Source: an optimization exercise on an open RTL-to-GDS flow (aim: small area, a short achievable clock period and few clock cycles per item). Production flows keep margins and buffers that such runs may drop. Only simulation tests tie the RTL to the original design; equivalence was not proved. Power is estimated from default activity; no workload was simulated.

==> inputs of job 4649 <==
Design civ_engine, start of the top module:
module civ_engine (
    input  wire        clk,
    input  wire        rst,          
    input  wire        en,           
    input  wire [10:0] bound,        
    input  wire        rx_valid,
    input  wire [7:0]  rx_data,
    output wire        rx_ready,
    output wire        tx_valid,
    output reg  [7:0]  tx_data,
    input  wire        tx_ready,
    output wire        cb_req,
    output wire [3:0]  cb_slot,
    output wire [31:0] cb_arg,
    input  wire        cb_ack,
    input  wire [31:0] cb_rdata
);
Settings: LEC_CHECK=0, ABC_AREA=1, CAP_MARGIN=20, CORE_MARGIN=2, CORE_UTILIZATION=65, CTS_BUF_LIST=sky130_fd_sc_hd__clkbuf_2 sky130_fd_sc_hd__clkbuf_4, SLEW_MARGIN=20; clock period 40.0 ns.
run.sh (not shown) runs the stock make flow with config.mk's settings and CLKGATE_MAP_FILE= SYNTH_SCRIPT=/design/flow/synth_recipe.tcl, a recipe that flattens the netlist after the stock synthesis.
==> job 6356 (differences from job 4649) <==
CORE_UTILIZATION = 40   (was 65)
CTS_BUF_LIST = unset   (was sky130_fd_sc_hd__clkbuf_2 sky130_fd_sc_hd__clkbuf_4)
==> qor summary <==
|  | job 4649 | job 6356 |
|---|---|---|
| DRT iter0 DRCs | 1796 | 1112 |
| Slew margin rel. | 26.2% | 36.5% |
| Buffers excl. clock | 117 | 124 |
| Outcome | finished clean | finished clean |
| Non-filler cells, final | 2649 | 2831 |
| Static Leak | 8.23 nW | 8.20 nW |
| Final period util | 43.3% | 43.3% |
| R2R setup slack | 29640 ps | 29690 ps |
| Full die area | 28200 um2 | 45300 um2 |
| Net switching power figure | 0.000495 W | 0.000488 W |
| Clock transition at path regs | 70 ps | 60 ps |
| Comb pwr share | 47.1% | 46.1% |
| Met2 routed WL | 23100 um | 22900 um |
Testbench counts of job 4649, summed over its fixed seeds: cycles 13,572, frames 768.
Testbench counts of job 6356, summed over its fixed seeds: cycles 13,572, frames 768.


==> delta <==
Another version of the RTL of civ_engine (not shown whole).
export LEC_CHECK = 0
export ABC_AREA = 1
export CAP_MARGIN = 0
export CORE_MARGIN = 2
export CORE_UTILIZATION = 60
export CTS_CLUSTER_DIAMETER = 80
export CTS_CLUSTER_SIZE = 30
export SLEW_MARGIN = 0
create_clock -name core_clock -period 40.0 [get_ports {clk}]
standard.sh (not shown) runs the stock make flow with config.mk's settings and CLKGATE_MAP_FILE= SYNTH_SCRIPT=/design/flow/synth_recipe.tcl, a recipe that flattens the netlist after the stock synthesis.
==> flow/flow/run.sh <==
#!/bin/bash
# Standard layout (the standard.sh) with two changes to how it is made:
#  - synthesis maps the logic with an area-oriented ABC script (flow/abc_area.script,
#    used in place of ORFS's, selected by ABC_AREA=1); registers are mapped as usual;
#  - the port buffers are made of the smallest buffer cell.
set -euo pipefail
rm -rf scripts_area
cp -r "$FLOW_HOME/scripts" scripts_area
cp flow/abc_area.script scripts_area/abc_area.script
export SCRIPTS_DIR="$PWD/scripts_area"
export BUFFER_PORTS_ARGS="-buffer_cell sky130_fd_sc_hd__buf_1"
bash standard.sh > standard_flow.log 2>&1
==> flow/flow/abc_area.script <==
strash
dch
amap
strash
&get -n
&st
&dch
&nf -R 1000 -p
&put
strash
dch
amap
topo
dnsize -c
==> maple (differences from delta) <==
--- a/flow/design.v
+++ b/flow/design.v
@@ -62,12 +62,14 @@
     localparam [7:0] ACK        = 8'hFB;
     localparam [7:0] NAK        = 8'hFA;
     localparam [7:0] RIG_ADDR   = 8'h56;
     localparam [7:0] CTRL_ADDR  = 8'hE0;
     localparam [7:0] RIG_ID     = 8'h56;
     localparam BPC = 4;
+    localparam NST = (32 + BPC - 1) / BPC;
+    localparam W   = BPC * NST;
     localparam [1:0] RS_IDLE = 2'd0;
     localparam [1:0] RS_SAW  = 2'd1;
     localparam [1:0] RS_ACC  = 2'd2;
     localparam [1:0] P_IDLE  = 2'd0;
     localparam [1:0] P_ECHO  = 2'd1;
     localparam [1:0] P_CALL  = 2'd2;
@@ -90,13 +92,13 @@
     reg [4:0]  n;
     reg [7:0]  buf_q [0:15];
     reg        pend;                     
     reg        pend_frm;                 
     reg [1:0]  ph;
     reg [4:0]  tc;                       
-    reg        efull;                    
+    reg [4:0]  elast;                    
     reg [7:0]  dst, src;
     reg [4:0]  rtype;
     reg        dec;                      
     reg [31:0] res;                      
     reg [7:0]  xb;                       
     reg [2:0]  cv;                       
@@ -133,14 +135,14 @@
                         n_n = n + 5'd1;
                 end
             endcase
         end
     end
     always @(posedge clk)
-        if (rx_fire && rs == RS_ACC && !n[4])
-            buf_q[n[3:0]] <= rx_data;    
+        if (rx_fire && rs == RS_ACC && !rx_fd && !n[4])
+            buf_q[n[3:0]] <= rx_data;
     wire [7:0] op = buf_q[2];
     wire [7:0] f3 = buf_q[3];
     wire [7:0] f4 = buf_q[4];
     wire L3  = (n >= 5'd3);
     wire L4  = (n >= 5'd4);
     wire L5  = (n >= 5'd5);
@@ -238,28 +240,26 @@
             T_PTT: rdata = (tc[0]) ? xb : {7'd0, res[0]};
             T_ID:  rdata = (tc[0]) ? xb : RIG_ID;
             T_14, T_16, T_1A: rdata = (tc == 5'd5) ? xb : 8'h00;
             default: ;
         endcase
     end
-    wire [3:0] eidx = tc[3:0] - 4'd2;
     wire echo  = (ph == P_ECHO);
     wire reply = (ph == P_REPLY);
-    wire [7:0] ebyte = buf_q[eidx];
-    wire echo_last = (tc >= 5'd2) && (efull ? (tc[4] && tc[1]) : (ebyte == TERMINATOR));
-    wire tx_last = echo ? echo_last : (tc == rlen);
+    wire tx_last = echo ? (tc == elast) : (tc == rlen);
     wire cv_wait = (cv != 3'd0) && (tc == 5'd5);
     assign tx_valid = echo || (reply && !cv_wait);
     wire tx_fire = tx_valid && tx_ready;
+    wire [3:0] eidx = tc[3:0] - 4'd2;
     always @(*) begin
         if (tc < 5'd2)
             tx_data = PREAMBLE;
         else if (tx_last)
             tx_data = TERMINATOR;
         else if (echo)
-            tx_data = ebyte;
+            tx_data = buf_q[eidx];
         else case (tc)
             5'd2:    tx_data = dst;
             5'd3:    tx_data = src;
             5'd4:    tx_data = code;
             default: tx_data = rdata;
         endcase
@@ -286,31 +286,29 @@
             horner[hi] = hx[hi-1] ^ (hi < 4 ? digit[hi] : 1'b0) ^ hc;
             hc = (hx[hi-1] & (hi < 4 ? digit[hi] : 1'b0)) |
                  (hc & (hx[hi-1] ^ (hi < 4 ? digit[hi] : 1'b0)));
         end
         horner[31:29] = 3'b000;
     end
-    wire [3:0] top4 = cb_rdata[31:28];
-    wire       top_ge10 = top4[3] & (top4[2] | top4[1]);
-    wire [7:0] front = {3'd0, top_ge10, top_ge10 ? top4 - 4'd10 : top4};
+    wire [W-1:0] ext = cb_rdata;
     wire ack_freq = (ph == P_CALL) && (rtype == T_FREQ);
     wire [5:0] nlive = {cv < 3'd3, cv < 3'd4, cv < 3'd5, cv < 3'd6, cv < 3'd7, 1'b1};
     wire [5:0] nwrite = {cv <= 3'd3, cv <= 3'd4, cv <= 3'd5, cv <= 3'd6, 1'b1, 1'b1};
     reg  [31:0] bcd_cur;
     reg  [31:0] conv_res;
     integer m;
     always @(*) begin
         bcd_cur[7:0] = xb;
         for (m = 0; m < 6; m = m + 1)
             bcd_cur[8+4*m +: 4] = res[4*m +: 4] & {4{nlive[m]}};
     end
-    wire [31:0] dab_in = ack_freq ? {24'd0, front} : bcd_cur;
-    wire [BPC-1:0] dab_bits = ack_freq ? cb_rdata[27:24] : res[31 -: BPC];
+    wire [31:0] dab_in = ack_freq ? 32'd0 : bcd_cur;
+    wire [BPC-1:0] dab_bits = ack_freq ? ext[W-1 -: BPC] : res[31 -: BPC];
     wire [31:0] dab_out;
     civ_dabble_step #(.BPC(BPC)) u_dab (.bcd_in(dab_in), .bits(dab_bits), .bcd_out(dab_out));
-    wire [31:0] rest_al = {cb_rdata[23:0], dab_out[15:8]};
+    wire [31:0] rest_al = {ext[W-BPC-1:0], {(32-(W-BPC)){1'b0}}};
     wire [31:0] res_sh = {res[31-BPC:0], {BPC{1'b0}}};
     always @(*) begin
         conv_res = res_sh;
         for (m = 0; m < 6; m = m + 1)
             if (nwrite[m])
                 conv_res[4*m +: 4] = dab_out[8+4*m +: 4];
@@ -374,13 +372,13 @@
             cv   <= 3'd0;
         end else begin
             if (fin) begin
                 if (have_item) begin
                     cv   <= 3'd0;
                     if (go_frm) begin
-                        efull     <= n[4];
+                        elast     <= n + 5'd2;
                         dst       <= (n >= 5'd2) ? buf_q[1] : CTRL_ADDR;
                         src       <= (n >= 5'd2) ? buf_q[0] : RIG_ADDR;
                         xb        <= (L4 && d_type != T_FREQ) ? f3 : 8'h00;
                         rtype     <= d_type;
                         res       <= {31'd0, d_arg};
                     end else begin
@@ -403,13 +401,13 @@
                     end
                     P_CALL: begin
                         if (cb_ack) begin
                             if (rtype == T_FREQ) begin
                                 res <= rest_al;
                                 xb  <= dab_out[7:0];
-                                cv  <= 3'd6;
+                                cv  <= NST - 1;
                             end else
                                 res <= cb_rdata;
                         end
                     end
                     default: begin   
                         if (cv != 3'd0) begin
==> flow/config.mk (replaced) <==
export PLATFORM = sky130hd
export DESIGN_NAME = civ_engine
export DESIGN_NICKNAME = civ_engine
export VERILOG_FILES = /design/flow/design.v
export SDC_FILE = /design/flow/constraint.sdc
export NUM_CORES = 4
export LEC_CHECK = 0
export ABC_AREA = 1
export CAP_MARGIN = 20
export CORE_MARGIN = 2
export CORE_UTILIZATION = 60
export CTS_CLUSTER_DIAMETER = 50
export CTS_CLUSTER_SIZE = 32
export SLEW_MARGIN = 20
==> impl_summary.log <==
[metrics] result of the run: no timing/DRC/antenna violations
[metrics] Seq/total area: 39.4%
[metrics] Place WS: 23630 ps
[metrics] Non-Clock Buffer Area Fraction: 3.74%
[metrics] total power after layout: about 0.00042 W
[metrics] internal power consumption: about 0.00032 W
That was delta.
==> impl_summary.log <==
[metrics] result of the run: no timing/DRC/antenna violations
[metrics] register cell area after layout: ~6300 um2
[metrics] routability congestion estimate: between 0.9 and 1
[metrics] Place WS: about 24000 ps
[metrics] internal power consumption: 0.000385 W
[metrics] # setup viols final: 0
[metrics] Placement Rows: 56
[metrics] total power after layout: just over 0.0005 W
[metrics] Non-Clock Buffer Area Fraction: under 10%
[metrics] Seq/total area: 39.1%
[metrics] total wirelength of the detailed-routed design: 44400 um
That was maple.
Testbench counts of delta, summed over its fixed seeds: cycles 13,384, frames 768.
Testbench counts of maple, summed over its fixed seeds: cycles 13,572, frames 768.

[what the ideal ports hide]
How much do the figures lean on ideal ports? The routed layouts below were timed once more, with nothing changed but the port constraints. Step 1: set_driving_cell puts a clkbuf_16 on clk and a buf_2 on each other input, an assumption about the parent block. Step 2 moves the port delays by t, midway between the first and last clock arrival at a register: inputs arrive t later, outputs are due t later. That takes back most of the time a late clock gives input paths. Three values: ideal ports, drivers, drivers and shift; two values: the first two.
| run | t (ns) | slack for setup (ns) | pins driven straight from the clock port |
|---|---|---|---|
| job 4649 | 0.764 | 22.687 / 22.663 / 22.663 | 1 |
| job 6356 | 0.623 | 22.678 / 22.647 / 22.647 | 1 |
| delta | 0.546 | 23.631 / 23.608 / 23.608 | 1 |
| maple | 0.611 | 23.626 / 23.599 / 23.599 | 1 |
After both steps every run listed still meets setup and hold. The setup slack of job 6356, which loses most, moves by -0.031 ns with the drivers and by -0.031 ns with both steps.
